From an optimization exercise on the open Yosys and OpenROAD flow, aimed at small area, a short achievable clock period and few clock cycles per item; shortcuts taken in it are not production practice.
Function was checked by simulation only, so behaviour that the tests miss may differ from the original.
Power figures rest on the tool's default switching activity, not on a simulated workload.

==> flow/design.v, too long to show whole: its modules and the start of the top module <==
// module qad_peak_note: 404 lines
// module qad_sq2: 600 lines
module qad_peak_note (
    input  wire        clk,
    input  wire        rst,           
    input  wire        in_valid,
    output wire        in_ready,
    input  wire [44:0] in_re,         
    input  wire [44:0] in_im,         
    input  wire [3:0]  log2n,         
    input  wire [19:0] sr,            
    output wire        out_valid,
    input  wire        out_ready,
    output wire [3:0]  code,          
    output wire [10:0] peak_bin,
    output wire [43:0] peak_mag,
    output wire [30:0] freq,          
    output wire [8:0]  note_key,      
    output wire [3:0]  note_pc,
    output wire [5:0]  note_oct,      
    output wire [15:0] note_name,     
    output wire [31:0] note_freq,     
    output wire [31:0] note_dev       
);
  // ...
==> flow/run.sh <==
#!/bin/bash
# synth_recipe.tcl (not shown) runs the flow's synth.tcl, then flattens the netlist and writes it again
# the make line also repeats each setting of config.mk as NAME=value (left out here)
make -C /OpenROAD-flow-scripts/flow DESIGN_CONFIG=/design/flow/config.mk WORK_HOME=/design/flow/orfs CLKGATE_MAP_FILE= SYNTH_SCRIPT=/design/flow/synth_recipe.tcl finish
==> flow/config.mk <==
export PLATFORM = sky130hd
export DESIGN_NAME = qad_peak_note
export DESIGN_NICKNAME = qad_peak_note
export VERILOG_FILES = /design/flow/design.v
export SDC_FILE = /design/flow/constraint.sdc
export NUM_CORES = 4
export LEC_CHECK = 0
export CAP_MARGIN = 20
export CORE_MARGIN = 2
export CORE_UTILIZATION = 40
export SLEW_MARGIN = 20
==> flow/constraint.sdc <==
create_clock -name core_clock -period 15.0 [get_ports {clk}]
set_input_delay 3.0000 -clock core_clock [delete_from_list [all_inputs] [get_ports {clk}]]
set_output_delay 3.0000 -clock core_clock [all_outputs]
set_load 0.01 [all_outputs]
==> out/metrics.yaml, run 1 <==
status:
  status: "finished clean"
clock_tree:
  cts_tree: "done"
  post_cts_buffers: 0
drt:
  totalWireLength_um: 195000
  wl_met2_um: 86300
  drt_pass1_iterations: 6
  wire_per_inst_um: 21.0
worst_setup_path:
  r2r_start: "st[0]$_SDFF_PP0_"
  r2r_cells: 34
  crit_start: "st[0]$_SDFF_PP0_"
  cpMaxStageDelayCell: "nor2_4"
  reg2reg_to: "cand_a[40]$_DFFE_PP_"
sta:
  hold_slack_ns: 0.420
  setup_tns_ns: 0
  setup_ws_ns: 3.17
synth:
  synth_top_area_share: 0.363
  synth-main-ff-cell: "edfxtp_1"
  synth_compound_area_frac: 0.129
  synth.area.top_cells: "edfxtp_1 36%, ha_1 7.8%, fa_1 7.5%, mux2i_1 5.0%, nand2_1 4.6%"
placement:
  port_buffers: 296
cells_and_area:
  n_all_inverters: 717
  n_all_buffers: 389
  fin_util: 0.457
  largest_reg_flops: 88
  insertedDiodeCount: 1
  multi_input_area_um2: 37300
grt:
  grt_usage: 0.229
  grt_pass1_wl_um: 301000
floorplanning:
  initial_core_util: 0.403
  nWellTaps: 2175
  die_y_um: 409
power_and_ir_drop:
  switching_power_mw: 7.89
Testbench counts, summed over its fixed seeds: cycles 112,668, bins 108,544.
==> run 2: changes to the inputs <==
==> flow/design.v (replaced) <==
module qad_peak_note (
    input  wire        clk,
    input  wire        rst,           
    input  wire        in_valid,
    output wire        in_ready,
    input  wire [44:0] in_re,         
    input  wire [44:0] in_im,         
    input  wire [3:0]  log2n,         
    input  wire [19:0] sr,            
    output wire        out_valid,
    input  wire        out_ready,
    output wire [3:0]  code,          
    output wire [10:0] peak_bin,
    output wire [43:0] peak_mag,
    output wire [30:0] freq,          
    output wire [8:0]  note_key,      
    output wire [3:0]  note_pc,
    output wire [5:0]  note_oct,      
    output wire [15:0] note_name,     
    output wire [31:0] note_freq,     
    output wire [31:0] note_dev       
);
    localparam M  = 14;               
    localparam QW = 2 * M + 2;        
    localparam DW = 2 * M + 5;        
    localparam LB = M + 2;            
    reg         in_ready_r;
    reg         expect_first;         
    reg  [10:0] cnt;                  
    reg  [3:0]  l2n_q;
    reg  [19:0] sr_q;
    reg         acc_done;             
    reg         s1_v, s1_first, s1_last;
    reg  [43:0] s1_a, s1_b;           
    reg  [M-1:0] s1_wa, s1_wb;        
    reg         s1_ga, s1_gb;         
    reg  [4:0]  s1_s;                 
    assign in_ready = in_ready_r;
    wire   in_fire  = in_valid && in_ready_r;
    wire [3:0]  cur_l2n  = expect_first ? log2n : l2n_q;
    wire [10:0] nxt_idx  = expect_first ? 11'd0 : cnt + 11'd1;
    wire [11:0] half     = 12'd1 << (cur_l2n - 4'd1);
    wire        nxt_last = ({1'b0, nxt_idx} == half - 12'd1);
    wire [44:0] re_neg = 45'd0 - in_re;
    wire [44:0] im_neg = 45'd0 - in_im;
    wire [43:0] re_abs = in_re[44] ? re_neg[43:0] : in_re[43:0];
    wire [43:0] im_abs = in_im[44] ? im_neg[43:0] : in_im[43:0];
    wire [43:0] y_re = in_re[43:0] ^ {44{in_re[44]}};
    wire [43:0] y_im = in_im[43:0] ^ {44{in_im[44]}};
    wire [43:0] y_or = y_re | y_im;
    reg  [5:0]  e_len;
    integer i;
    always @(*) begin
        e_len = 6'd0;
        for (i = 0; i < 44; i = i + 1)
            if (y_or[i]) e_len = i[5:0] + 6'd1;
    end
    wire [5:0]  e_sub = e_len - M;
    wire [4:0]  s_in  = (e_len > M) ? e_sub[4:0] : 5'd0;
    wire [43:0] ysh_re = y_re >> s_in;
    wire [43:0] ysh_im = y_im >> s_in;
    localparam [1:0] S_RUN    = 2'd0,    
                     S_FBWAIT = 2'd1,    
                     S_FBCALC = 2'd2,    
                     S_FBCMP  = 2'd3;    
    reg  [1:0]  st;
    reg  [43:0] c_a, c_b;             
    reg  [43:0] cand_a, cand_b;       
    reg  [10:0] cand_k;
    reg  [QW-1:0] cand_q;
    reg  [4:0]  cand_s;
    reg  [10:0] best_k;
    reg  [QW-1:0] q_b;                
    reg  [4:0]  s_b;                  
    reg         fe_pend;              
    wire [QW-1:0] sq_r0, sq_r1;
    qad_sq2 u_sq (.a(s1_wa), .b(s1_wb), .ga(s1_ga), .gb(s1_gb), .r0(sq_r0), .r1(sq_r1));
    wire [QW-1:0] q_k = sq_r0 + sq_r1;
    wire [5:0] s_k1 = {1'b0, s1_s} + 6'd1;
    wire [5:0] s_b1 = {1'b0, s_b} + 6'd1;
    wire d_eq  = (s1_s == s_b);
    wire d_p1  = ({1'b0, s1_s} == s_b1);
    wire d_m1  = (s_k1 == {1'b0, s_b});
    wire d_big = ({1'b0, s1_s} > s_b1);
    wire [DW-1:0] qb_al = d_m1 ? {1'b0, q_b, 2'b00} :
                          d_p1 ? {5'b0, q_b[QW-1:2]} : {3'b0, q_b};
    wire [DW-1:0] csa_x = {3'b0, sq_r0};
    wire [DW-1:0] csa_y = {3'b0, sq_r1};
    wire [DW-1:0] csa_z = ~qb_al;
    wire [DW-1:0] csa_s = csa_x ^ csa_y ^ csa_z;
    wire [DW-1:0] csa_c = (csa_x & csa_y) | (csa_x & csa_z) | (csa_y & csa_z);
    wire [DW-1:0] dq    = csa_s + {csa_c[DW-2:0], 1'b1};
    wire d_neg  = dq[DW-1];
    wire ge_b   = !d_neg && (|dq[DW-2:LB]);        
    wire ge_b2  = !d_neg && (|dq[DW-2:LB-1]);      
    wire ge_4b  = !d_neg && (|dq[DW-2:LB+2]);      
    wire ge_1   = !d_neg && (|dq[DW-2:0]);         
    wire le_mb  = d_neg && !(&dq[DW-2:LB]);        
    wire le_0   = d_neg || !(|dq[DW-2:0]);         
    wire gt_sure = d_big || (d_eq && ((s_b == 5'd0) ? ge_1 : ge_b))
                         || (d_p1 && ge_b2) || (d_m1 && ge_4b);
    wire near    = d_eq || d_p1 || d_m1;
    wire lt_sure = !d_big && (!near || ((s1_s == 5'd0) ? le_0 : le_mb));
    wire ev      = (st == S_RUN) && s1_v;
    wire ev_gt   = ev && (s1_first || gt_sure);
    wire ev_unc  = ev && !s1_first && !gt_sure && !lt_sure;
    reg         ex_busy, ex_fb, acc_full, pb_valid;
    reg  [5:0]  ex_cnt;
    reg  [45:0] ex_hi;
    reg  [43:0] ex_lo;
    reg  [87:0] p_best;               
    wire        xa_bit = c_a[ex_cnt];
    wire        xb_bit = c_b[ex_cnt];
    wire [46:0] ex_sum = {1'b0, ex_hi} + (xa_bit ? {3'b0, c_a} : 47'd0)
                                       + (xb_bit ? {3'b0, c_b} : 47'd0);
    wire [87:0] ex_p   = {ex_hi[43:0], ex_lo};
    wire        ex_gt  = (ex_p > p_best);
    reg         isq_busy;
    reg  [5:0]  isq_cnt;
    reg  [45:0] sq_rem;
    reg  [43:0] sq_root;
    wire [47:0] sq_rem_sh = {sq_rem, p_best[87:86]};
    wire [47:0] sq_trial  = {2'b00, sq_root, 2'b01};
    wire        sq_ge     = sq_rem_sh >= sq_trial;
    localparam [2:0] P_IDLE = 3'd0, P_HORN = 3'd1, P_NORM = 3'd2,
                     P_THR  = 3'd3, P_NF   = 3'd4, P_DEV  = 3'd5;
    reg  [2:0]  pst;
    reg  [3:0]  pcnt;
    reg  [10:0] pk;
    reg  [19:0] sr_p;
    reg  [3:0]  l2n_p;
    reg  [30:0] v;
    reg  [31:0] nf;
    reg  [31:0] dev;
    reg  [4:0]  p;
    reg  [4:0]  q;
    reg  [3:0]  rr;
    reg  [4:0]  sc;
    reg         out_v;
    reg         map_done;
    wire post_free = !isq_busy && (pst == P_IDLE) && !map_done && !out_v;
    wire handoff   = fe_pend && (st == S_RUN) && !ex_busy && pb_valid && post_free;
    wire [4:0]  hb_idx = {1'b0, l2n_p} - 5'd2 - {1'b0, pcnt};
    wire        h_bit  = !hb_idx[4] && pk[hb_idx[3:0]];
    wire [30:0] v_next = {v[29:0], 1'b0} + (h_bit ? {11'd0, sr_p} : 31'd0);
    reg [30:0] tq;
    always @(*) begin
        case (pcnt)
            4'd0:  tq = 31'd1129491589;
            4'd1:  tq = 31'd1196654653;
            4'd2:  tq = 31'd1267811442;
            4'd3:  tq = 31'd1343199433;
            4'd4:  tq = 31'd1423070228;
            4'd5:  tq = 31'd1507690387;
            4'd6:  tq = 31'd1597342323;
            4'd7:  tq = 31'd1692325240;
            4'd8:  tq = 31'd1792956136;
            4'd9:  tq = 31'd1899570855;
            4'd10: tq = 31'd2012525216;
            default: tq = 31'd2132196193;
        endcase
    end
    wire m_ge = (nf[30:0] >= tq);
    wire [3:0] rr_sel = (pcnt == 4'd12) ? 4'd0 : pcnt;
    reg [30:0] cf;
    always @(*) begin
        case (rr_sel)
            4'd0:  cf = 31'd1097337155;
            4'd1:  cf = 31'd1162588218;
            4'd2:  cf = 31'd1231719311;
            4'd3:  cf = 31'd1304961152;
            4'd4:  cf = 31'd1382558180;
            4'd5:  cf = 31'd1464769368;
            4'd6:  cf = 31'd1551869087;
            4'd7:  cf = 31'd1644148025;
            4'd8:  cf = 31'd1741914154;
            4'd9:  cf = 31'd1845493760;
            4'd10: cf = 31'd1955232530;
            default: cf = 31'd2071496706;
        endcase
    end
    wire [4:0] q_sel = (pcnt == 4'd12) ? p + 5'd1 : p;
    wire dc = (pk == 11'd0);
    assign out_valid = out_v;
    assign code      = {2'b00, dc, 1'b1};
    assign peak_bin  = pk;
    assign peak_mag  = sq_root;
    assign freq      = v;
    assign note_freq = nf;
    assign note_dev  = dev;
    wire signed [9:0] key = $signed({1'b0, q, 3'b000}) + $signed({2'b00, q, 2'b00})
                            + $signed({6'b0, rr}) - 10'sd200;
    wire [4:0] rr4  = {1'b0, rr} + 5'd4;
    wire       wrap = (rr4 >= 5'd12);
    wire [3:0] pc   = wrap ? rr4[3:0] - 4'd12 : rr4[3:0];
    wire signed [5:0] oct = $signed({1'b0, q}) - 6'sd17 + $signed({5'b0, wrap});
    reg [15:0] name;
    always @(*) begin
        case (pc)
            4'd0:  name = 16'h0043;
            4'd1:  name = 16'h2343;
            4'd2:  name = 16'h0044;
            4'd3:  name = 16'h2344;
            4'd4:  name = 16'h0045;
            4'd5:  name = 16'h0046;
            4'd6:  name = 16'h2346;
            4'd7:  name = 16'h0047;
            4'd8:  name = 16'h2347;
            4'd9:  name = 16'h0041;
            4'd10: name = 16'h2341;
            default: name = 16'h0042;
        endcase
    end
    assign note_key  = dc ? 9'd0  : key[8:0];
    assign note_pc   = dc ? 4'd0  : pc;
    assign note_oct  = dc ? 6'd0  : oct;
    assign note_name = dc ? 16'd0 : name;
    reg [1:0] st_nx;
    always @(*) begin
        st_nx = st;
        case (st)
            S_RUN:    if (ev_unc) st_nx = S_FBWAIT;
            S_FBWAIT: if (!ex_busy && pb_valid && !isq_busy) st_nx = S_FBCALC;
            S_FBCALC: if (ex_cnt == 6'd43) st_nx = S_FBCMP;
            default:  st_nx = S_RUN;
        endcase
    end
    wire s1_v_nx     = in_fire || (s1_v && !ev);
    wire acc_done_nx = (acc_done && !handoff) || (in_fire && nxt_last);
    wire ex_start    = ev_gt;                              
    wire fb_start    = (st == S_FBWAIT) && (st_nx == S_FBCALC);
    always @(posedge clk) begin
        if (rst) begin
            in_ready_r   <= 1'b0;
            expect_first <= 1'b1;
            acc_done     <= 1'b0;
            s1_v         <= 1'b0;
            st           <= S_RUN;
            fe_pend      <= 1'b0;
            ex_busy      <= 1'b0;
            ex_fb        <= 1'b0;
            acc_full     <= 1'b0;
            pb_valid     <= 1'b0;
            isq_busy     <= 1'b0;
            pst          <= P_IDLE;
            out_v        <= 1'b0;
            map_done     <= 1'b0;
        end else begin
            st         <= st_nx;
            s1_v       <= s1_v_nx;
            acc_done   <= acc_done_nx;
            in_ready_r <= !acc_done_nx && (!s1_v_nx || st_nx == S_RUN);
            if (in_fire) begin
                s1_a     <= re_abs;
                s1_b     <= im_abs;
                s1_wa    <= ysh_re[M-1:0];
                s1_wb    <= ysh_im[M-1:0];
                s1_ga    <= in_re[44] && (s_in == 5'd0);
                s1_gb    <= in_im[44] && (s_in == 5'd0);
                s1_s     <= s_in;
                s1_first <= expect_first;
                s1_last  <= nxt_last;
                cnt      <= nxt_idx;
                expect_first <= nxt_last;
                if (expect_first) begin
                    l2n_q <= log2n;
                    sr_q  <= sr;
                end
            end
            if (ev && s1_last)
                fe_pend <= 1'b1;
            if (ev_gt) begin
                c_a    <= s1_a;
                c_b    <= s1_b;
                best_k <= cnt;
                q_b    <= q_k;
                s_b    <= s1_s;
            end
            if (ev) begin
                cand_a <= s1_a;
                cand_b <= s1_b;
                cand_k <= cnt;
                cand_q <= q_k;
                cand_s <= s1_s;
            end
            if (fb_start) begin
                c_a <= cand_a;
                c_b <= cand_b;
            end
            if (ex_start || fb_start) begin
                ex_busy  <= 1'b1;
                ex_fb    <= fb_start;
                ex_cnt   <= 6'd0;
                ex_hi    <= 46'd0;
                acc_full <= 1'b0;
                if (ex_start)
                    pb_valid <= 1'b0;
            end else if (ex_busy) begin
                ex_hi  <= ex_sum[46:1];
                ex_lo  <= {ex_sum[0], ex_lo[43:1]};
                ex_cnt <= ex_cnt + 6'd1;
                if (ex_cnt == 6'd43) begin
                    ex_busy  <= 1'b0;
                    acc_full <= !ex_fb;
                end
            end else if (acc_full && !isq_busy) begin
                p_best   <= ex_p;
                pb_valid <= 1'b1;
                acc_full <= 1'b0;
            end
            if (st == S_FBCMP && ex_gt) begin
                p_best <= ex_p;
                best_k <= cand_k;
                q_b    <= cand_q;
                s_b    <= cand_s;
            end
            if (handoff) begin
                fe_pend  <= 1'b0;
                pb_valid <= 1'b0;
                isq_busy <= 1'b1;
                isq_cnt  <= 6'd0;
                sq_rem   <= 46'd0;
                sq_root  <= 44'd0;
                pk       <= best_k;
                sr_p     <= sr_q;
                l2n_p    <= l2n_q;
                v        <= 31'd0;
                pcnt     <= 4'd0;
                pst      <= P_HORN;
            end
            if (isq_busy) begin
                p_best <= {p_best[85:0], 2'b00};
                if (sq_ge) begin
                    sq_rem  <= sq_rem_sh[45:0] - sq_trial[45:0];
                    sq_root <= {sq_root[42:0], 1'b1};
                end else begin
                    sq_rem  <= sq_rem_sh[45:0];
                    sq_root <= {sq_root[42:0], 1'b0};
                end
                isq_cnt <= isq_cnt + 6'd1;
                if (isq_cnt == 6'd43)
                    isq_busy <= 1'b0;
            end
            case (pst)
                P_HORN: begin
                    v    <= v_next;
                    pcnt <= pcnt + 4'd1;
                    if (pcnt == 4'd10) begin
                        nf   <= {1'b0, v_next};
                        p    <= 5'd30;
                        pst  <= dc ? P_DEV : P_NORM;
                    end
                end
                P_NORM: begin
                    if (nf[30:23] == 8'd0) begin
                        nf <= {1'b0, nf[22:0], 8'd0};
                        p  <= p - 5'd8;
                    end else if (!nf[30]) begin
                        nf <= {1'b0, nf[29:0], 1'b0};
                        p  <= p - 5'd1;
                    end else begin
                        pcnt <= 4'd0;
                        pst  <= P_THR;
                    end
                end
                P_THR: begin
                    if (pcnt != 4'd12 && m_ge)
                        pcnt <= pcnt + 4'd1;
                    else begin
                        q  <= q_sel;
                        rr <= rr_sel;
                        if (q_sel >= 5'd30) begin
                            nf  <= (q_sel == 5'd31) ? {cf, 1'b0} : {1'b0, cf};
                            pst <= P_DEV;
                        end else begin
                            nf  <= {1'b0, cf};
                            sc  <= 5'd29 - q_sel;
                            pst <= P_NF;
                        end
                    end
                end
                P_NF: begin
                    if (sc >= 5'd8) begin
                        nf <= nf >> 8;
                        sc <= sc - 5'd8;
                    end else if (sc != 5'd0) begin
                        nf <= nf >> 1;
                        sc <= sc - 5'd1;
                    end else begin
                        nf  <= (nf >> 1) + {31'd0, nf[0]};
                        pst <= P_DEV;
                    end
                end
                P_DEV: begin
                    if (dc) begin
                        nf  <= 32'd0;
                        dev <= 32'd0;
                    end else
                        dev <= {1'b0, v} - nf;
                    pst <= P_IDLE;
                end
                default: ;
            endcase
            if (pst == P_DEV)
                map_done <= 1'b1;
            if (map_done && !isq_busy) begin
                map_done <= 1'b0;
                out_v    <= 1'b1;
            end
            if (out_v && out_ready)
                out_v <= 1'b0;
        end
    end
endmodule
module qad_sq2 (
    input  wire [13:0] a,
    input  wire [13:0] b,
    input  wire        ga,
    input  wire        gb,
    output wire [29:0] r0,
    output wire [29:0] r1
);
    wire t1, t2;
    assign t1 = (a[0] & a[9]) ^ (a[1] & a[8]);
    assign t2 = (a[0] & a[9]) & (a[1] & a[8]);
    wire t3, t4;
    assign t3 = (a[0] & a[11]) ^ (a[1] & a[10]) ^ (a[2] & a[9]);
    assign t4 = ((a[0] & a[11]) & (a[1] & a[10])) | ((a[0] & a[11]) & (a[2] & a[9])) | ((a[1] & a[10]) & (a[2] & a[9]));
    wire t5, t6;
    assign t5 = (a[3] & a[8]) ^ (a[4] & a[7]);
    assign t6 = (a[3] & a[8]) & (a[4] & a[7]);
    wire t7, t8;
    assign t7 = (a[0] & a[12]) ^ (a[1] & a[11]) ^ (a[2] & a[10]);
    assign t8 = ((a[0] & a[12]) & (a[1] & a[11])) | ((a[0] & a[12]) & (a[2] & a[10])) | ((a[1] & a[11]) & (a[2] & a[10]));
    wire t9, t10;
    assign t9 = (a[3] & a[9]) ^ (a[4] & a[8]);
    assign t10 = (a[3] & a[9]) & (a[4] & a[8]);
    wire t11, t12;
    assign t11 = (a[0] & a[13]) ^ (a[1] & a[12]) ^ (a[2] & a[11]);
    assign t12 = ((a[0] & a[13]) & (a[1] & a[12])) | ((a[0] & a[13]) & (a[2] & a[11])) | ((a[1] & a[12]) & (a[2] & a[11]));
    wire t13, t14;
    assign t13 = (a[3] & a[10]) ^ (a[4] & a[9]) ^ (a[5] & a[8]);
    assign t14 = ((a[3] & a[10]) & (a[4] & a[9])) | ((a[3] & a[10]) & (a[5] & a[8])) | ((a[4] & a[9]) & (a[5] & a[8]));
    wire t15, t16;
    assign t15 = (a[6] & a[7]) ^ a[7] ^ (ga & a[13]);
    assign t16 = ((a[6] & a[7]) & a[7]) | ((a[6] & a[7]) & (ga & a[13])) | (a[7] & (ga & a[13]));
    wire t17, t18;
    assign t17 = (b[0] & b[13]) ^ (b[1] & b[12]);
    assign t18 = (b[0] & b[13]) & (b[1] & b[12]);
    wire t19, t20;
    assign t19 = (a[1] & a[13]) ^ (a[2] & a[12]) ^ (a[3] & a[11]);
    assign t20 = ((a[1] & a[13]) & (a[2] & a[12])) | ((a[1] & a[13]) & (a[3] & a[11])) | ((a[2] & a[12]) & (a[3] & a[11]));
    wire t21, t22;
    assign t21 = (a[4] & a[10]) ^ (a[5] & a[9]);
    assign t22 = (a[4] & a[10]) & (a[5] & a[9]);
    wire t23, t24;
    assign t23 = (a[2] & a[13]) ^ (a[3] & a[12]) ^ (a[4] & a[11]);
    assign t24 = ((a[2] & a[13]) & (a[3] & a[12])) | ((a[2] & a[13]) & (a[4] & a[11])) | ((a[3] & a[12]) & (a[4] & a[11]));
    wire t25, t26;
    assign t25 = (a[5] & a[10]) ^ (a[6] & a[9]);
    assign t26 = (a[5] & a[10]) & (a[6] & a[9]);
    wire t27, t28;
    assign t27 = (a[0] & a[5]) ^ (a[1] & a[4]);
    assign t28 = (a[0] & a[5]) & (a[1] & a[4]);
    wire t29, t30;
    assign t29 = (a[0] & a[7]) ^ (a[1] & a[6]) ^ (a[2] & a[5]);
    assign t30 = ((a[0] & a[7]) & (a[1] & a[6])) | ((a[0] & a[7]) & (a[2] & a[5])) | ((a[1] & a[6]) & (a[2] & a[5]));
    wire t31, t32;
    assign t31 = (a[3] & a[4]) ^ a[4];
    assign t32 = (a[3] & a[4]) & a[4];
    wire t33, t34;
    assign t33 = (a[0] & a[8]) ^ (a[1] & a[7]) ^ (a[2] & a[6]);
    assign t34 = ((a[0] & a[8]) & (a[1] & a[7])) | ((a[0] & a[8]) & (a[2] & a[6])) | ((a[1] & a[7]) & (a[2] & a[6]));
    wire t35, t36;
    assign t35 = (a[3] & a[5]) ^ (ga & a[8]);
    assign t36 = (a[3] & a[5]) & (ga & a[8]);
    wire t37, t38;
    assign t37 = t1 ^ (a[2] & a[7]) ^ (a[3] & a[6]);
    assign t38 = (t1 & (a[2] & a[7])) | (t1 & (a[3] & a[6])) | ((a[2] & a[7]) & (a[3] & a[6]));
    wire t39, t40;
    assign t39 = (a[4] & a[5]) ^ a[5] ^ (ga & a[9]);
    assign t40 = ((a[4] & a[5]) & a[5]) | ((a[4] & a[5]) & (ga & a[9])) | (a[5] & (ga & a[9]));
    wire t41, t42;
    assign t41 = (b[0] & b[9]) ^ (b[1] & b[8]) ^ (b[2] & b[7]);
    assign t42 = ((b[0] & b[9]) & (b[1] & b[8])) | ((b[0] & b[9]) & (b[2] & b[7])) | ((b[1] & b[8]) & (b[2] & b[7]));
    wire t43, t44;
    assign t43 = t2 ^ (a[0] & a[10]) ^ (a[1] & a[9]);
    assign t44 = (t2 & (a[0] & a[10])) | (t2 & (a[1] & a[9])) | ((a[0] & a[10]) & (a[1] & a[9]));
    wire t45, t46;
    assign t45 = (a[2] & a[8]) ^ (a[3] & a[7]) ^ (a[4] & a[6]);
    assign t46 = ((a[2] & a[8]) & (a[3] & a[7])) | ((a[2] & a[8]) & (a[4] & a[6])) | ((a[3] & a[7]) & (a[4] & a[6]));
    wire t47, t48;
    assign t47 = (ga & a[10]) ^ (b[0] & b[10]) ^ (b[1] & b[9]);
    assign t48 = ((ga & a[10]) & (b[0] & b[10])) | ((ga & a[10]) & (b[1] & b[9])) | ((b[0] & b[10]) & (b[1] & b[9]));
    wire t49, t50;
    assign t49 = (b[2] & b[8]) ^ (b[3] & b[7]);
    assign t50 = (b[2] & b[8]) & (b[3] & b[7]);
    wire t51, t52;
    assign t51 = t3 ^ t5 ^ (a[5] & a[6]);
    assign t52 = (t3 & t5) | (t3 & (a[5] & a[6])) | (t5 & (a[5] & a[6]));
    wire t53, t54;
    assign t53 = a[6] ^ (ga & a[11]) ^ (b[0] & b[11]);
    assign t54 = (a[6] & (ga & a[11])) | (a[6] & (b[0] & b[11])) | ((ga & a[11]) & (b[0] & b[11]));
    wire t55, t56;
    assign t55 = (b[1] & b[10]) ^ (b[2] & b[9]) ^ (b[3] & b[8]);
    assign t56 = ((b[1] & b[10]) & (b[2] & b[9])) | ((b[1] & b[10]) & (b[3] & b[8])) | ((b[2] & b[9]) & (b[3] & b[8]));
    wire t57, t58;
    assign t57 = (b[4] & b[7]) ^ (b[5] & b[6]) ^ b[6];
    assign t58 = ((b[4] & b[7]) & (b[5] & b[6])) | ((b[4] & b[7]) & b[6]) | ((b[5] & b[6]) & b[6]);
    wire t59, t60;
    assign t59 = t4 ^ t6 ^ t7;
    assign t60 = (t4 & t6) | (t4 & t7) | (t6 & t7);
    wire t61, t62;
    assign t61 = t9 ^ (a[5] & a[7]) ^ (ga & a[12]);
    assign t62 = (t9 & (a[5] & a[7])) | (t9 & (ga & a[12])) | ((a[5] & a[7]) & (ga & a[12]));
    wire t63, t64;
    assign t63 = (b[0] & b[12]) ^ (b[1] & b[11]) ^ (b[2] & b[10]);
    assign t64 = ((b[0] & b[12]) & (b[1] & b[11])) | ((b[0] & b[12]) & (b[2] & b[10])) | ((b[1] & b[11]) & (b[2] & b[10]));
    wire t65, t66;
    assign t65 = (b[3] & b[9]) ^ (b[4] & b[8]) ^ (b[5] & b[7]);
    assign t66 = ((b[3] & b[9]) & (b[4] & b[8])) | ((b[3] & b[9]) & (b[5] & b[7])) | ((b[4] & b[8]) & (b[5] & b[7]));
    wire t67, t68;
    assign t67 = t8 ^ t10 ^ t11;
    assign t68 = (t8 & t10) | (t8 & t11) | (t10 & t11);
    wire t69, t70;
    assign t69 = t13 ^ t15 ^ t17;
    assign t70 = (t13 & t15) | (t13 & t17) | (t15 & t17);
    wire t71, t72;
    assign t71 = (b[2] & b[11]) ^ (b[3] & b[10]) ^ (b[4] & b[9]);
    assign t72 = ((b[2] & b[11]) & (b[3] & b[10])) | ((b[2] & b[11]) & (b[4] & b[9])) | ((b[3] & b[10]) & (b[4] & b[9]));
    wire t73, t74;
    assign t73 = (b[5] & b[8]) ^ (b[6] & b[7]) ^ b[7];
    assign t74 = ((b[5] & b[8]) & (b[6] & b[7])) | ((b[5] & b[8]) & b[7]) | ((b[6] & b[7]) & b[7]);
    wire t75, t76;
    assign t75 = t12 ^ t14 ^ t16;
    assign t76 = (t12 & t14) | (t12 & t16) | (t14 & t16);
    wire t77, t78;
    assign t77 = t18 ^ t19 ^ t21;
    assign t78 = (t18 & t19) | (t18 & t21) | (t19 & t21);
    wire t79, t80;
    assign t79 = (a[6] & a[8]) ^ (b[1] & b[13]) ^ (b[2] & b[12]);
    assign t80 = ((a[6] & a[8]) & (b[1] & b[13])) | ((a[6] & a[8]) & (b[2] & b[12])) | ((b[1] & b[13]) & (b[2] & b[12]));
    wire t81, t82;
    assign t81 = (b[3] & b[11]) ^ (b[4] & b[10]) ^ (b[5] & b[9]);
    assign t82 = ((b[3] & b[11]) & (b[4] & b[10])) | ((b[3] & b[11]) & (b[5] & b[9])) | ((b[4] & b[10]) & (b[5] & b[9]));
    wire t83, t84;
    assign t83 = t20 ^ t22 ^ t23;
    assign t84 = (t20 & t22) | (t20 & t23) | (t22 & t23);
    wire t85, t86;
    assign t85 = t25 ^ (a[7] & a[8]) ^ a[8];
    assign t86 = (t25 & (a[7] & a[8])) | (t25 & a[8]) | ((a[7] & a[8]) & a[8]);
    wire t87, t88;
    assign t87 = (b[2] & b[13]) ^ (b[3] & b[12]) ^ (b[4] & b[11]);
    assign t88 = ((b[2] & b[13]) & (b[3] & b[12])) | ((b[2] & b[13]) & (b[4] & b[11])) | ((b[3] & b[12]) & (b[4] & b[11]));
    wire t89, t90;
    assign t89 = (b[5] & b[10]) ^ (b[6] & b[9]) ^ (b[7] & b[8]);
    assign t90 = ((b[5] & b[10]) & (b[6] & b[9])) | ((b[5] & b[10]) & (b[7] & b[8])) | ((b[6] & b[9]) & (b[7] & b[8]));
    wire t91, t92;
    assign t91 = t24 ^ t26 ^ (a[3] & a[13]);
    assign t92 = (t24 & t26) | (t24 & (a[3] & a[13])) | (t26 & (a[3] & a[13]));
    wire t93, t94;
    assign t93 = (a[4] & a[12]) ^ (a[5] & a[11]) ^ (a[6] & a[10]);
    assign t94 = ((a[4] & a[12]) & (a[5] & a[11])) | ((a[4] & a[12]) & (a[6] & a[10])) | ((a[5] & a[11]) & (a[6] & a[10]));
    wire t95, t96;
    assign t95 = (a[7] & a[9]) ^ (b[3] & b[13]) ^ (b[4] & b[12]);
    assign t96 = ((a[7] & a[9]) & (b[3] & b[13])) | ((a[7] & a[9]) & (b[4] & b[12])) | ((b[3] & b[13]) & (b[4] & b[12]));
    wire t97, t98;
    assign t97 = (b[5] & b[11]) ^ (b[6] & b[10]);
    assign t98 = (b[5] & b[11]) & (b[6] & b[10]);
    wire t99, t100;
    assign t99 = (a[4] & a[13]) ^ (a[5] & a[12]) ^ (a[6] & a[11]);
    assign t100 = ((a[4] & a[13]) & (a[5] & a[12])) | ((a[4] & a[13]) & (a[6] & a[11])) | ((a[5] & a[12]) & (a[6] & a[11]));
    wire t101, t102;
    assign t101 = (a[7] & a[10]) ^ (a[8] & a[9]) ^ a[9];
    assign t102 = ((a[7] & a[10]) & (a[8] & a[9])) | ((a[7] & a[10]) & a[9]) | ((a[8] & a[9]) & a[9]);
    wire t103, t104;
    assign t103 = (b[4] & b[13]) ^ (b[5] & b[12]) ^ (b[6] & b[11]);
    assign t104 = ((b[4] & b[13]) & (b[5] & b[12])) | ((b[4] & b[13]) & (b[6] & b[11])) | ((b[5] & b[12]) & (b[6] & b[11]));
    wire t105, t106;
    assign t105 = (b[7] & b[10]) ^ (b[8] & b[9]);
    assign t106 = (b[7] & b[10]) & (b[8] & b[9]);
    wire t107, t108;
    assign t107 = (a[5] & a[13]) ^ (a[6] & a[12]) ^ (a[7] & a[11]);
    assign t108 = ((a[5] & a[13]) & (a[6] & a[12])) | ((a[5] & a[13]) & (a[7] & a[11])) | ((a[6] & a[12]) & (a[7] & a[11]));
    wire t109, t110;
    assign t109 = (a[8] & a[10]) ^ (b[5] & b[13]);
    assign t110 = (a[8] & a[10]) & (b[5] & b[13]);
    wire t111, t112;
    assign t111 = (a[6] & a[13]) ^ (a[7] & a[12]) ^ (a[8] & a[11]);
    assign t112 = ((a[6] & a[13]) & (a[7] & a[12])) | ((a[6] & a[13]) & (a[8] & a[11])) | ((a[7] & a[12]) & (a[8] & a[11]));
    wire t113, t114;
    assign t113 = (a[9] & a[10]) ^ a[10];
    assign t114 = (a[9] & a[10]) & a[10];
    wire t115, t116;
    assign t115 = (a[0] & a[3]) ^ (a[1] & a[2]) ^ a[2];
    assign t116 = ((a[0] & a[3]) & (a[1] & a[2])) | ((a[0] & a[3]) & a[2]) | ((a[1] & a[2]) & a[2]);
    wire t117, t118;
    assign t117 = (a[0] & a[4]) ^ (a[1] & a[3]);
    assign t118 = (a[0] & a[4]) & (a[1] & a[3]);
    wire t119, t120;
    assign t119 = t27 ^ (a[2] & a[3]) ^ a[3];
    assign t120 = (t27 & (a[2] & a[3])) | (t27 & a[3]) | ((a[2] & a[3]) & a[3]);
    wire t121, t122;
    assign t121 = (ga & a[5]) ^ (b[0] & b[5]) ^ (b[1] & b[4]);
    assign t122 = ((ga & a[5]) & (b[0] & b[5])) | ((ga & a[5]) & (b[1] & b[4])) | ((b[0] & b[5]) & (b[1] & b[4]));
    wire t123, t124;
    assign t123 = t28 ^ (a[0] & a[6]) ^ (a[1] & a[5]);
    assign t124 = (t28 & (a[0] & a[6])) | (t28 & (a[1] & a[5])) | ((a[0] & a[6]) & (a[1] & a[5]));
    wire t125, t126;
    assign t125 = (a[2] & a[4]) ^ (ga & a[6]) ^ (b[0] & b[6]);
    assign t126 = ((a[2] & a[4]) & (ga & a[6])) | ((a[2] & a[4]) & (b[0] & b[6])) | ((ga & a[6]) & (b[0] & b[6]));
    wire t127, t128;
    assign t127 = (b[1] & b[5]) ^ (b[2] & b[4]);
    assign t128 = (b[1] & b[5]) & (b[2] & b[4]);
    wire t129, t130;
    assign t129 = t29 ^ t31 ^ (ga & a[7]);
    assign t130 = (t29 & t31) | (t29 & (ga & a[7])) | (t31 & (ga & a[7]));
    wire t131, t132;
    assign t131 = (b[0] & b[7]) ^ (b[1] & b[6]) ^ (b[2] & b[5]);
    assign t132 = ((b[0] & b[7]) & (b[1] & b[6])) | ((b[0] & b[7]) & (b[2] & b[5])) | ((b[1] & b[6]) & (b[2] & b[5]));
    wire t133, t134;
    assign t133 = (b[3] & b[4]) ^ b[4] ^ (gb & b[7]);
    assign t134 = ((b[3] & b[4]) & b[4]) | ((b[3] & b[4]) & (gb & b[7])) | (b[4] & (gb & b[7]));
    wire t135, t136;
    assign t135 = t30 ^ t32 ^ t33;
    assign t136 = (t30 & t32) | (t30 & t33) | (t32 & t33);
    wire t137, t138;
    assign t137 = t35 ^ (b[0] & b[8]) ^ (b[1] & b[7]);
    assign t138 = (t35 & (b[0] & b[8])) | (t35 & (b[1] & b[7])) | ((b[0] & b[8]) & (b[1] & b[7]));
    wire t139, t140;
    assign t139 = (b[2] & b[6]) ^ (b[3] & b[5]) ^ (gb & b[8]);
    assign t140 = ((b[2] & b[6]) & (b[3] & b[5])) | ((b[2] & b[6]) & (gb & b[8])) | ((b[3] & b[5]) & (gb & b[8]));
    wire t141, t142;
    assign t141 = t34 ^ t36 ^ t37;
    assign t142 = (t34 & t36) | (t34 & t37) | (t36 & t37);
    wire t143, t144;
    assign t143 = t39 ^ t41 ^ (b[3] & b[6]);
    assign t144 = (t39 & t41) | (t39 & (b[3] & b[6])) | (t41 & (b[3] & b[6]));
    wire t145, t146;
    assign t145 = (b[4] & b[5]) ^ b[5] ^ (gb & b[9]);
    assign t146 = ((b[4] & b[5]) & b[5]) | ((b[4] & b[5]) & (gb & b[9])) | (b[5] & (gb & b[9]));
    wire t147, t148;
    assign t147 = t38 ^ t40 ^ t42;
    assign t148 = (t38 & t40) | (t38 & t42) | (t40 & t42);
    wire t149, t150;
    assign t149 = t43 ^ t45 ^ t47;
    assign t150 = (t43 & t45) | (t43 & t47) | (t45 & t47);
    wire t151, t152;
    assign t151 = t49 ^ (b[4] & b[6]) ^ (gb & b[10]);
    assign t152 = (t49 & (b[4] & b[6])) | (t49 & (gb & b[10])) | ((b[4] & b[6]) & (gb & b[10]));
    wire t153, t154;
    assign t153 = t44 ^ t46 ^ t48;
    assign t154 = (t44 & t46) | (t44 & t48) | (t46 & t48);
    wire t155, t156;
    assign t155 = t50 ^ t51 ^ t53;
    assign t156 = (t50 & t51) | (t50 & t53) | (t51 & t53);
    wire t157, t158;
    assign t157 = t55 ^ t57 ^ (gb & b[11]);
    assign t158 = (t55 & t57) | (t55 & (gb & b[11])) | (t57 & (gb & b[11]));
    wire t159, t160;
    assign t159 = t52 ^ t54 ^ t56;
    assign t160 = (t52 & t54) | (t52 & t56) | (t54 & t56);
    wire t161, t162;
    assign t161 = t58 ^ t59 ^ t61;
    assign t162 = (t58 & t59) | (t58 & t61) | (t59 & t61);
    wire t163, t164;
    assign t163 = t63 ^ t65 ^ (gb & b[12]);
    assign t164 = (t63 & t65) | (t63 & (gb & b[12])) | (t65 & (gb & b[12]));
    wire t165, t166;
    assign t165 = t60 ^ t62 ^ t64;
    assign t166 = (t60 & t62) | (t60 & t64) | (t62 & t64);
    wire t167, t168;
    assign t167 = t66 ^ t67 ^ t69;
    assign t168 = (t66 & t67) | (t66 & t69) | (t67 & t69);
    wire t169, t170;
    assign t169 = t71 ^ t73 ^ (gb & b[13]);
    assign t170 = (t71 & t73) | (t71 & (gb & b[13])) | (t73 & (gb & b[13]));
    wire t171, t172;
    assign t171 = t68 ^ t70 ^ t72;
    assign t172 = (t68 & t70) | (t68 & t72) | (t70 & t72);
    wire t173, t174;
    assign t173 = t74 ^ t75 ^ t77;
    assign t174 = (t74 & t75) | (t74 & t77) | (t75 & t77);
    wire t175, t176;
    assign t175 = t79 ^ t81 ^ (b[6] & b[8]);
    assign t176 = (t79 & t81) | (t79 & (b[6] & b[8])) | (t81 & (b[6] & b[8]));
    wire t177, t178;
    assign t177 = t76 ^ t78 ^ t80;
    assign t178 = (t76 & t78) | (t76 & t80) | (t78 & t80);
    wire t179, t180;
    assign t179 = t82 ^ t83 ^ t85;
    assign t180 = (t82 & t83) | (t82 & t85) | (t83 & t85);
    wire t181, t182;
    assign t181 = t87 ^ t89 ^ b[8];
    assign t182 = (t87 & t89) | (t87 & b[8]) | (t89 & b[8]);
    wire t183, t184;
    assign t183 = t84 ^ t86 ^ t88;
    assign t184 = (t84 & t86) | (t84 & t88) | (t86 & t88);
    wire t185, t186;
    assign t185 = t90 ^ t91 ^ t93;
    assign t186 = (t90 & t91) | (t90 & t93) | (t91 & t93);
    wire t187, t188;
    assign t187 = t95 ^ t97 ^ (b[7] & b[9]);
    assign t188 = (t95 & t97) | (t95 & (b[7] & b[9])) | (t97 & (b[7] & b[9]));
    wire t189, t190;
    assign t189 = t92 ^ t94 ^ t96;
    assign t190 = (t92 & t94) | (t92 & t96) | (t94 & t96);
    wire t191, t192;
    assign t191 = t98 ^ t99 ^ t101;
    assign t192 = (t98 & t99) | (t98 & t101) | (t99 & t101);
    wire t193, t194;
    assign t193 = t103 ^ t105 ^ b[9];
    assign t194 = (t103 & t105) | (t103 & b[9]) | (t105 & b[9]);
    wire t195, t196;
    assign t195 = t100 ^ t102 ^ t104;
    assign t196 = (t100 & t102) | (t100 & t104) | (t102 & t104);
    wire t197, t198;
    assign t197 = t106 ^ t107 ^ t109;
    assign t198 = (t106 & t107) | (t106 & t109) | (t107 & t109);
    wire t199, t200;
    assign t199 = (b[6] & b[12]) ^ (b[7] & b[11]) ^ (b[8] & b[10]);
    assign t200 = ((b[6] & b[12]) & (b[7] & b[11])) | ((b[6] & b[12]) & (b[8] & b[10])) | ((b[7] & b[11]) & (b[8] & b[10]));
    wire t201, t202;
    assign t201 = t108 ^ t110 ^ t111;
    assign t202 = (t108 & t110) | (t108 & t111) | (t110 & t111);
    wire t203, t204;
    assign t203 = t113 ^ (b[6] & b[13]) ^ (b[7] & b[12]);
    assign t204 = (t113 & (b[6] & b[13])) | (t113 & (b[7] & b[12])) | ((b[6] & b[13]) & (b[7] & b[12]));
    wire t205, t206;
    assign t205 = (b[8] & b[11]) ^ (b[9] & b[10]) ^ b[10];
    assign t206 = ((b[8] & b[11]) & (b[9] & b[10])) | ((b[8] & b[11]) & b[10]) | ((b[9] & b[10]) & b[10]);
    wire t207, t208;
    assign t207 = t112 ^ t114 ^ (a[7] & a[13]);
    assign t208 = (t112 & t114) | (t112 & (a[7] & a[13])) | (t114 & (a[7] & a[13]));
    wire t209, t210;
    assign t209 = (a[8] & a[12]) ^ (a[9] & a[11]) ^ (b[7] & b[13]);
    assign t210 = ((a[8] & a[12]) & (a[9] & a[11])) | ((a[8] & a[12]) & (b[7] & b[13])) | ((a[9] & a[11]) & (b[7] & b[13]));
    wire t211, t212;
    assign t211 = (b[8] & b[12]) ^ (b[9] & b[11]);
    assign t212 = (b[8] & b[12]) & (b[9] & b[11]);
    wire t213, t214;
    assign t213 = (a[8] & a[13]) ^ (a[9] & a[12]) ^ (a[10] & a[11]);
    assign t214 = ((a[8] & a[13]) & (a[9] & a[12])) | ((a[8] & a[13]) & (a[10] & a[11])) | ((a[9] & a[12]) & (a[10] & a[11]));
    wire t215, t216;
    assign t215 = a[11] ^ (b[8] & b[13]) ^ (b[9] & b[12]);
    assign t216 = (a[11] & (b[8] & b[13])) | (a[11] & (b[9] & b[12])) | ((b[8] & b[13]) & (b[9] & b[12]));
    wire t217, t218;
    assign t217 = (b[10] & b[11]) ^ b[11];
    assign t218 = (b[10] & b[11]) & b[11];
    wire t219, t220;
    assign t219 = (a[9] & a[13]) ^ (a[10] & a[12]);
    assign t220 = (a[9] & a[13]) & (a[10] & a[12]);
    wire t221, t222;
    assign t221 = (a[10] & a[13]) ^ (a[11] & a[12]);
    assign t222 = (a[10] & a[13]) & (a[11] & a[12]);
    wire t223, t224;
    assign t223 = (a[0] & a[1]) ^ a[1] ^ (ga & a[1]);
    assign t224 = ((a[0] & a[1]) & a[1]) | ((a[0] & a[1]) & (ga & a[1])) | (a[1] & (ga & a[1]));
    wire t225, t226;
    assign t225 = (a[0] & a[2]) ^ (ga & a[2]);
    assign t226 = (a[0] & a[2]) & (ga & a[2]);
    wire t227, t228;
    assign t227 = t115 ^ (ga & a[3]) ^ (b[0] & b[3]);
    assign t228 = (t115 & (ga & a[3])) | (t115 & (b[0] & b[3])) | ((ga & a[3]) & (b[0] & b[3]));
    wire t229, t230;
    assign t229 = (b[1] & b[2]) ^ b[2];
    assign t230 = (b[1] & b[2]) & b[2];
    wire t231, t232;
    assign t231 = t116 ^ t117 ^ (ga & a[4]);
    assign t232 = (t116 & t117) | (t116 & (ga & a[4])) | (t117 & (ga & a[4]));
    wire t233, t234;
    assign t233 = (b[0] & b[4]) ^ (b[1] & b[3]) ^ (gb & b[4]);
    assign t234 = ((b[0] & b[4]) & (b[1] & b[3])) | ((b[0] & b[4]) & (gb & b[4])) | ((b[1] & b[3]) & (gb & b[4]));
    wire t235, t236;
    assign t235 = t118 ^ t119 ^ t121;
    assign t236 = (t118 & t119) | (t118 & t121) | (t119 & t121);
    wire t237, t238;
    assign t237 = (b[2] & b[3]) ^ b[3] ^ (gb & b[5]);
    assign t238 = ((b[2] & b[3]) & b[3]) | ((b[2] & b[3]) & (gb & b[5])) | (b[3] & (gb & b[5]));
    wire t239, t240;
    assign t239 = t120 ^ t122 ^ t123;
    assign t240 = (t120 & t122) | (t120 & t123) | (t122 & t123);
    wire t241, t242;
    assign t241 = t125 ^ t127 ^ (gb & b[6]);
    assign t242 = (t125 & t127) | (t125 & (gb & b[6])) | (t127 & (gb & b[6]));
    wire t243, t244;
    assign t243 = t124 ^ t126 ^ t128;
    assign t244 = (t124 & t126) | (t124 & t128) | (t126 & t128);
    wire t245, t246;
    assign t245 = t129 ^ t131 ^ t133;
    assign t246 = (t129 & t131) | (t129 & t133) | (t131 & t133);
    wire t247, t248;
    assign t247 = t130 ^ t132 ^ t134;
    assign t248 = (t130 & t132) | (t130 & t134) | (t132 & t134);
    wire t249, t250;
    assign t249 = t135 ^ t137 ^ t139;
    assign t250 = (t135 & t137) | (t135 & t139) | (t137 & t139);
    wire t251, t252;
    assign t251 = t136 ^ t138 ^ t140;
    assign t252 = (t136 & t138) | (t136 & t140) | (t138 & t140);
    wire t253, t254;
    assign t253 = t141 ^ t143 ^ t145;
    assign t254 = (t141 & t143) | (t141 & t145) | (t143 & t145);
    wire t255, t256;
    assign t255 = t142 ^ t144 ^ t146;
    assign t256 = (t142 & t144) | (t142 & t146) | (t144 & t146);
    wire t257, t258;
    assign t257 = t147 ^ t149 ^ t151;
    assign t258 = (t147 & t149) | (t147 & t151) | (t149 & t151);
    wire t259, t260;
    assign t259 = t148 ^ t150 ^ t152;
    assign t260 = (t148 & t150) | (t148 & t152) | (t150 & t152);
    wire t261, t262;
    assign t261 = t153 ^ t155 ^ t157;
    assign t262 = (t153 & t155) | (t153 & t157) | (t155 & t157);
    wire t263, t264;
    assign t263 = t154 ^ t156 ^ t158;
    assign t264 = (t154 & t156) | (t154 & t158) | (t156 & t158);
    wire t265, t266;
    assign t265 = t159 ^ t161 ^ t163;
    assign t266 = (t159 & t161) | (t159 & t163) | (t161 & t163);
    wire t267, t268;
    assign t267 = t160 ^ t162 ^ t164;
    assign t268 = (t160 & t162) | (t160 & t164) | (t162 & t164);
    wire t269, t270;
    assign t269 = t165 ^ t167 ^ t169;
    assign t270 = (t165 & t167) | (t165 & t169) | (t167 & t169);
    wire t271, t272;
    assign t271 = t166 ^ t168 ^ t170;
    assign t272 = (t166 & t168) | (t166 & t170) | (t168 & t170);
    wire t273, t274;
    assign t273 = t171 ^ t173 ^ t175;
    assign t274 = (t171 & t173) | (t171 & t175) | (t173 & t175);
    wire t275, t276;
    assign t275 = t172 ^ t174 ^ t176;
    assign t276 = (t172 & t174) | (t172 & t176) | (t174 & t176);
    wire t277, t278;
    assign t277 = t177 ^ t179 ^ t181;
    assign t278 = (t177 & t179) | (t177 & t181) | (t179 & t181);
    wire t279, t280;
    assign t279 = t178 ^ t180 ^ t182;
    assign t280 = (t178 & t180) | (t178 & t182) | (t180 & t182);
    wire t281, t282;
    assign t281 = t183 ^ t185 ^ t187;
    assign t282 = (t183 & t185) | (t183 & t187) | (t185 & t187);
    wire t283, t284;
    assign t283 = t184 ^ t186 ^ t188;
    assign t284 = (t184 & t186) | (t184 & t188) | (t186 & t188);
    wire t285, t286;
    assign t285 = t189 ^ t191 ^ t193;
    assign t286 = (t189 & t191) | (t189 & t193) | (t191 & t193);
    wire t287, t288;
    assign t287 = t190 ^ t192 ^ t194;
    assign t288 = (t190 & t192) | (t190 & t194) | (t192 & t194);
    wire t289, t290;
    assign t289 = t195 ^ t197 ^ t199;
    assign t290 = (t195 & t197) | (t195 & t199) | (t197 & t199);
    wire t291, t292;
    assign t291 = t196 ^ t198 ^ t200;
    assign t292 = (t196 & t198) | (t196 & t200) | (t198 & t200);
    wire t293, t294;
    assign t293 = t201 ^ t203 ^ t205;
    assign t294 = (t201 & t203) | (t201 & t205) | (t203 & t205);
    wire t295, t296;
    assign t295 = t202 ^ t204 ^ t206;
    assign t296 = (t202 & t204) | (t202 & t206) | (t204 & t206);
    wire t297, t298;
    assign t297 = t207 ^ t209 ^ t211;
    assign t298 = (t207 & t209) | (t207 & t211) | (t209 & t211);
    wire t299, t300;
    assign t299 = t208 ^ t210 ^ t212;
    assign t300 = (t208 & t210) | (t208 & t212) | (t210 & t212);
    wire t301, t302;
    assign t301 = t213 ^ t215 ^ t217;
    assign t302 = (t213 & t215) | (t213 & t217) | (t215 & t217);
    wire t303, t304;
    assign t303 = t214 ^ t216 ^ t218;
    assign t304 = (t214 & t216) | (t214 & t218) | (t216 & t218);
    wire t305, t306;
    assign t305 = t219 ^ (b[9] & b[13]) ^ (b[10] & b[12]);
    assign t306 = (t219 & (b[9] & b[13])) | (t219 & (b[10] & b[12])) | ((b[9] & b[13]) & (b[10] & b[12]));
    wire t307, t308;
    assign t307 = t220 ^ t221 ^ a[12];
    assign t308 = (t220 & t221) | (t220 & a[12]) | (t221 & a[12]);
    wire t309, t310;
    assign t309 = (b[10] & b[13]) ^ (b[11] & b[12]) ^ b[12];
    assign t310 = ((b[10] & b[13]) & (b[11] & b[12])) | ((b[10] & b[13]) & b[12]) | ((b[11] & b[12]) & b[12]);
    wire t311, t312;
    assign t311 = t222 ^ (a[11] & a[13]);
    assign t312 = t222 & (a[11] & a[13]);
    wire t313, t314;
    assign t313 = (a[12] & a[13]) ^ a[13];
    assign t314 = (a[12] & a[13]) & a[13];
    wire t315, t316;
    assign t315 = a[0] ^ ga;
    assign t316 = a[0] & ga;
    wire t317, t318;
    assign t317 = t223 ^ (b[0] & b[1]);
    assign t318 = t223 & (b[0] & b[1]);
    wire t319, t320;
    assign t319 = t224 ^ t225 ^ (b[0] & b[2]);
    assign t320 = (t224 & t225) | (t224 & (b[0] & b[2])) | (t225 & (b[0] & b[2]));
    wire t321, t322;
    assign t321 = t226 ^ t227 ^ t229;
    assign t322 = (t226 & t227) | (t226 & t229) | (t227 & t229);
    wire t323, t324;
    assign t323 = t228 ^ t230 ^ t231;
    assign t324 = (t228 & t230) | (t228 & t231) | (t230 & t231);
    wire t325, t326;
    assign t325 = t232 ^ t234 ^ t235;
    assign t326 = (t232 & t234) | (t232 & t235) | (t234 & t235);
    wire t327, t328;
    assign t327 = t236 ^ t238 ^ t239;
    assign t328 = (t236 & t238) | (t236 & t239) | (t238 & t239);
    wire t329, t330;
    assign t329 = t240 ^ t242 ^ t243;
    assign t330 = (t240 & t242) | (t240 & t243) | (t242 & t243);
    wire t331, t332;
    assign t331 = t244 ^ t246 ^ t247;
    assign t332 = (t244 & t246) | (t244 & t247) | (t246 & t247);
    wire t333, t334;
    assign t333 = t248 ^ t250 ^ t251;
    assign t334 = (t248 & t250) | (t248 & t251) | (t250 & t251);
    wire t335, t336;
    assign t335 = t252 ^ t254 ^ t255;
    assign t336 = (t252 & t254) | (t252 & t255) | (t254 & t255);
    wire t337, t338;
    assign t337 = t256 ^ t258 ^ t259;
    assign t338 = (t256 & t258) | (t256 & t259) | (t258 & t259);
    wire t339, t340;
    assign t339 = t260 ^ t262 ^ t263;
    assign t340 = (t260 & t262) | (t260 & t263) | (t262 & t263);
    wire t341, t342;
    assign t341 = t264 ^ t266 ^ t267;
    assign t342 = (t264 & t266) | (t264 & t267) | (t266 & t267);
    wire t343, t344;
    assign t343 = t268 ^ t270 ^ t271;
    assign t344 = (t268 & t270) | (t268 & t271) | (t270 & t271);
    wire t345, t346;
    assign t345 = t272 ^ t274 ^ t275;
    assign t346 = (t272 & t274) | (t272 & t275) | (t274 & t275);
    wire t347, t348;
    assign t347 = t276 ^ t278 ^ t279;
    assign t348 = (t276 & t278) | (t276 & t279) | (t278 & t279);
    wire t349, t350;
    assign t349 = t280 ^ t282 ^ t283;
    assign t350 = (t280 & t282) | (t280 & t283) | (t282 & t283);
    wire t351, t352;
    assign t351 = t284 ^ t286 ^ t287;
    assign t352 = (t284 & t286) | (t284 & t287) | (t286 & t287);
    wire t353, t354;
    assign t353 = t288 ^ t290 ^ t291;
    assign t354 = (t288 & t290) | (t288 & t291) | (t290 & t291);
    wire t355, t356;
    assign t355 = t292 ^ t294 ^ t295;
    assign t356 = (t292 & t294) | (t292 & t295) | (t294 & t295);
    wire t357, t358;
    assign t357 = t296 ^ t298 ^ t299;
    assign t358 = (t296 & t298) | (t296 & t299) | (t298 & t299);
    wire t359, t360;
    assign t359 = t300 ^ t302 ^ t303;
    assign t360 = (t300 & t302) | (t300 & t303) | (t302 & t303);
    wire t361, t362;
    assign t361 = t304 ^ t306 ^ t307;
    assign t362 = (t304 & t306) | (t304 & t307) | (t306 & t307);
    wire t363, t364;
    assign t363 = t308 ^ t310 ^ t311;
    assign t364 = (t308 & t310) | (t308 & t311) | (t310 & t311);
    wire t365, t366;
    assign t365 = t312 ^ t313 ^ (b[12] & b[13]);
    assign t366 = (t312 & t313) | (t312 & (b[12] & b[13])) | (t313 & (b[12] & b[13]));
    wire t367, t368;
    assign t367 = t315 ^ b[0];
    assign t368 = t315 & b[0];
    wire t369, t370;
    assign t369 = t316 ^ (ga & a[0]) ^ (gb & b[0]);
    assign t370 = (t316 & (ga & a[0])) | (t316 & (gb & b[0])) | ((ga & a[0]) & (gb & b[0]));
    wire t371, t372;
    assign t371 = t317 ^ b[1] ^ (gb & b[1]);
    assign t372 = (t317 & b[1]) | (t317 & (gb & b[1])) | (b[1] & (gb & b[1]));
    wire t373, t374;
    assign t373 = t318 ^ t319 ^ (gb & b[2]);
    assign t374 = (t318 & t319) | (t318 & (gb & b[2])) | (t319 & (gb & b[2]));
    wire t375, t376;
    assign t375 = t320 ^ t321 ^ (gb & b[3]);
    assign t376 = (t320 & t321) | (t320 & (gb & b[3])) | (t321 & (gb & b[3]));
    wire t377, t378;
    assign t377 = t322 ^ t323 ^ t233;
    assign t378 = (t322 & t323) | (t322 & t233) | (t323 & t233);
    wire t379, t380;
    assign t379 = t324 ^ t325 ^ t237;
    assign t380 = (t324 & t325) | (t324 & t237) | (t325 & t237);
    wire t381, t382;
    assign t381 = t326 ^ t327 ^ t241;
    assign t382 = (t326 & t327) | (t326 & t241) | (t327 & t241);
    wire t383, t384;
    assign t383 = t328 ^ t329 ^ t245;
    assign t384 = (t328 & t329) | (t328 & t245) | (t329 & t245);
    wire t385, t386;
    assign t385 = t330 ^ t331 ^ t249;
    assign t386 = (t330 & t331) | (t330 & t249) | (t331 & t249);
    wire t387, t388;
    assign t387 = t332 ^ t333 ^ t253;
    assign t388 = (t332 & t333) | (t332 & t253) | (t333 & t253);
    wire t389, t390;
    assign t389 = t334 ^ t335 ^ t257;
    assign t390 = (t334 & t335) | (t334 & t257) | (t335 & t257);
    wire t391, t392;
    assign t391 = t336 ^ t337 ^ t261;
    assign t392 = (t336 & t337) | (t336 & t261) | (t337 & t261);
    wire t393, t394;
    assign t393 = t338 ^ t339 ^ t265;
    assign t394 = (t338 & t339) | (t338 & t265) | (t339 & t265);
    wire t395, t396;
    assign t395 = t340 ^ t341 ^ t269;
    assign t396 = (t340 & t341) | (t340 & t269) | (t341 & t269);
    wire t397, t398;
    assign t397 = t342 ^ t343 ^ t273;
    assign t398 = (t342 & t343) | (t342 & t273) | (t343 & t273);
    wire t399, t400;
    assign t399 = t344 ^ t345 ^ t277;
    assign t400 = (t344 & t345) | (t344 & t277) | (t345 & t277);
    wire t401, t402;
    assign t401 = t346 ^ t347 ^ t281;
    assign t402 = (t346 & t347) | (t346 & t281) | (t347 & t281);
    wire t403, t404;
    assign t403 = t348 ^ t349 ^ t285;
    assign t404 = (t348 & t349) | (t348 & t285) | (t349 & t285);
    wire t405, t406;
    assign t405 = t350 ^ t351 ^ t289;
    assign t406 = (t350 & t351) | (t350 & t289) | (t351 & t289);
    wire t407, t408;
    assign t407 = t352 ^ t353 ^ t293;
    assign t408 = (t352 & t353) | (t352 & t293) | (t353 & t293);
    wire t409, t410;
    assign t409 = t354 ^ t355 ^ t297;
    assign t410 = (t354 & t355) | (t354 & t297) | (t355 & t297);
    wire t411, t412;
    assign t411 = t356 ^ t357 ^ t301;
    assign t412 = (t356 & t357) | (t356 & t301) | (t357 & t301);
    wire t413, t414;
    assign t413 = t358 ^ t359 ^ t305;
    assign t414 = (t358 & t359) | (t358 & t305) | (t359 & t305);
    wire t415, t416;
    assign t415 = t360 ^ t361 ^ t309;
    assign t416 = (t360 & t361) | (t360 & t309) | (t361 & t309);
    wire t417, t418;
    assign t417 = t362 ^ t363 ^ (b[11] & b[13]);
    assign t418 = (t362 & t363) | (t362 & (b[11] & b[13])) | (t363 & (b[11] & b[13]));
    wire t419, t420;
    assign t419 = t364 ^ t365 ^ b[13];
    assign t420 = (t364 & t365) | (t364 & b[13]) | (t365 & b[13]);
    wire t421, t422;
    assign t421 = t366 ^ t314;
    assign t422 = t366 & t314;
    assign r0 = {1'b0, t422, t420, t418, t416, t414, t412, t410, t408, t406, t404, t402, t400, t398, t396, t394, t392, t390, t388, t386, t384, t382, t380, t378, t376, t374, t372, t370, t368, t367};
    assign r1 = {1'b0, 1'b0, t421, t419, t417, t415, t413, t411, t409, t407, t405, t403, t401, t399, t397, t395, t393, t391, t389, t387, t385, t383, t381, t379, t377, t375, t373, t371, t369, gb};
endmodule
==> out/metrics.yaml, run 2 <==
drt:
  num_vias: 51000
  ant_nets: 0
  wire_per_inst_um: 20.6  # -1.6%
  vias_per_cell: 5.56
  totalWireLength_um: 190000  # -2.7%
  drt_pass1_iterations: 6  # unchanged
  drt_iter0_markers: 4580
  drc: 0
power_and_ir_drop:
  power_leakage_nw: 30.7
  clock_power_share: 0.209
  power_density_nw_per_um2: 167
  vdd_drop_max_mv: 0.371
  seq_power_share: 0.262
  swShare: 0.404
  combPwrFrac: 0.529
  power_mw: 12.8
  switching_power_mw: 5.17  # -35%
  intPower_mw: 7.63
placement:
  dp.cells: 8985
  detailed_place_hpwl_um: 142000
  port_buffers: 296  # unchanged
  place_ws_ns: 5.54
  gp_congestion: 0.922
sta:
  clock.fmax_mhz: 106
  post-route-period-util: 0.627
  finalHoldViolations: 0
  maxSlewViolCount: 0
  skew_ns: 0.0553
  rsz0062_at_grt: "no"
  setup_viol: 0
  slew_headroom: 0.269
  final.min_clock_period_ns: 9.41
  setup_ws_ns: 5.59  # +2.42 ns
  worst_pin_slew_ns: 1.10
  setup_tns_ns: 0  # unchanged
clock_tree:
  clkSinkCount: 908
  clock_path_buffers: 3
  cts_buffers: 103
  cts_resized: 0
  clk_pin_slew_worst_paths_ns: 0.06
  cts_tree: "done"
  clockRootBuffer: "clkbuf_16"
  post_cts_buffers: 0  # unchanged
  htreeDepth: 3
  ctsHoldBuffers: 0
  clkLatencyLatePin_ns: 0.75
cells_and_area:
  regArea_um2: 26800
  largestRegisters: "p_best: 88 flops, ex_hi: 46 flops, sq_rem: 46 flops"
  finalNetCount: 7659
  fillCellCount: 15900
  final_cells: 9181
  area_growth_pct: 12.5
  largest_reg_flops: 88  # unchanged
  final_common_cell: "edfxtp_1"
  regMostFlops: "p_best"
  multi_input_area_um2: 37500  # +0.70%
  layout_common_cells: "861 x edfxtp_1, 664 x inv_1, 537 x nand2_1"
  layout-drive-gt1-share: 0.0774
hold_path:
  min_to: "pk[10]$_DFFE_PP_"
  hold_depth: 0
  worstHoldPathType: "reg2reg"
  hp-start: "best_k[10]$_DFFE_PP_"
synth:
  ys_warn_count: 1
  syn_area_um2: 68300
  netlist_instances: 6776
  synth.avg_cell_area_um2: 10.1
  synth.largest_area_cell: "edfxtp_1"
  synth.area.top_cells: "edfxtp_1 38%, ha_1 7.7%, fa_1 7.2%, mux2i_1 4.3%, xnor2_1 4.3%"
  synth_top_area_share: 0.379  # +0.0163
  synth-seq-cells: 908
  async_flop_share: 0
  synth-main-ff-cell: "edfxtp_1"
  yosys-top-cells-count: "861 x edfxtp_1, 665 x inv_1, 537 x nand2_1, 498 x nor2_1, 422 x ha_1"
  yosysMostFrequentCell: "edfxtp_1"
  yosysSeqAreaShare: 0.393
  ys_types: 95
  synth_enable_flop_cells: 861
grt:
  grt_overflow_total: 0
  grt_pass1_vias: 50900
  grt_pass1_wl_um: 296000  # -2.0%
  antenna_found_initial: 3
  grt_usage: 0.215  # -0.0143
  grt_max_degree: 117
worst_setup_path:
  r2r_start: "s1_wa[9]$_DFFE_PP_"
  crit_path_max_incr_delay_ns: 0.72
  r2r_cells: 28  # -18%
  cp.required_ns: 15.34
  crit_start: "s1_wa[9]$_DFFE_PP_"
  cp.arrival_ns: 9.75
  cpMaxStageDelayCell: "buf_4"
  worst-path-max-fanout: 68
  crit_path_start_kind: "register"
  worstSetupPathType: "reg2reg"
  rrSetupSlack_ns: 5.59
  reg2reg_to: "c_b[26]$_DFFE_PP_"
  endpoint_kind: "register"
floorplanning:
  initial_core_util: 0.403  # about the same
  io_pins: 309
  dieArea_um2: 174000
  rows: 151
  die_y_um: 417  # +2.0%
  die_w_um: 417
  coreArea_um2: 169000
status:
  status: "finished clean"
run:
  cap_violations: 0
run 2: worst max-delay path by stage:
stage	to
CTS	c_b[26]$_DFFE_PP_
global placement	p_best[66]$_DFFE_PP_
floorplan	p_best[0]$_SDFFCE_PP0P_
finish	c_b[26]$_DFFE_PP_
global route	c_b[26]$_DFFE_PP_
detailed placement	c_b[22]$_DFFE_PP_
run 2: logic make-up after synthesis:
family          Yosys count  synth area share
buf+inv                1061            0.0608
flops                   908             0.393
compound gates         1278             0.122
other cells               2          0.000110
xor+xnor                462            0.0593
simple gates           1890             0.133
fa+ha+maj               667             0.149
mux                     508            0.0833
run 2: layer usage:
layer	GRT usage	wire, um
met5	0	13
met4	0.0817	7390
met3	0.0264	10400
met2	0.342	85600
met1	0.299	86200
run 2: final cells by class:
cell class / instances / share of cell area
diodes: 1 / 0.0000326
clock buffers: 118 / 0.0343
multi-input cells: 4817 / 0.489
well taps: 2218 / 0.0361
repair buffers: 372 / 0.0467
clock inverters: 74 / 0.0123
inverters: 673 / 0.0329
flip-flops and latches: 908 / 0.349
run 2: critical path: cells and delay by family, from the launching register on:
kind | cells | cell delay, ns
compound gates | 9 | 2.16
fa+ha+maj | 8 | 3.57
buf+inv | 8 | 1.80
flops | 1 | 0.62
simple gates | 3 | 0.83
run 2: power groups by stage:
stage / Sequential [mW] / Combinational [mW] / Clock [mW]
global placement: 3.40 / 6.52 / 0
CTS: 3.35 / 6.72 / 2.76
finish: 3.35 / 6.77 / 2.67
detailed placement: 3.40 / 6.68 / 0
global route: 3.37 / 7.56 / 2.84
floorplan: 3.35 / 5.12 / 0
run 2: through the flow:
step                      utilization  hold slack [ns]  cell area, um^2
after CTS                       0.453            0.419            76700
after detailed placement        0.432            0.405            73200
after global routing            0.453            0.426            76800
final                           0.453            0.417            76800
after global placement          0.432            0.402            73200
after floorplan                     -            0.400            68300
Testbench counts of run 2, summed over its fixed seeds: cycles 112,309, bins 108,544.

-- static timing again, ports no longer ideal --
The results above use ideal ports. As a check the final layouts listed here were re-extracted and re-timed, cells and wires unchanged.
Step 1 (the two cells are an assumption about what drives the block):
set clk [get_ports {clk}]
set_driving_cell -lib_cell sky130_fd_sc_hd__clkbuf_16 $clk
set_driving_cell -lib_cell sky130_fd_sc_hd__buf_2 [delete_from_list [all_inputs] $clk]
Step 2 moves the port delays by t, midway between the first and last clock arrival at a register: inputs arrive t later, outputs are due t later. That takes back most of the time a late clock gives input paths.
a / b / c = no drivers / after step 1 / after step 2; a / b = the first two.
| run | shift t [ns] | slack for setup (ns) | worst setup path at the end | worst data-port slew with drivers (ns) | cell pins on the clock port's net |
|---|---|---|---|---|---|
| run 1 | 0.796 | 3.170 / 3.170 / 3.170 | register to register | 0.12 | 1 |
| run 2 | 0.808 | 5.591 / 5.591 / 5.591 | register to register | 0.16 | 1 |
After both steps setup and hold are still met in every run listed.
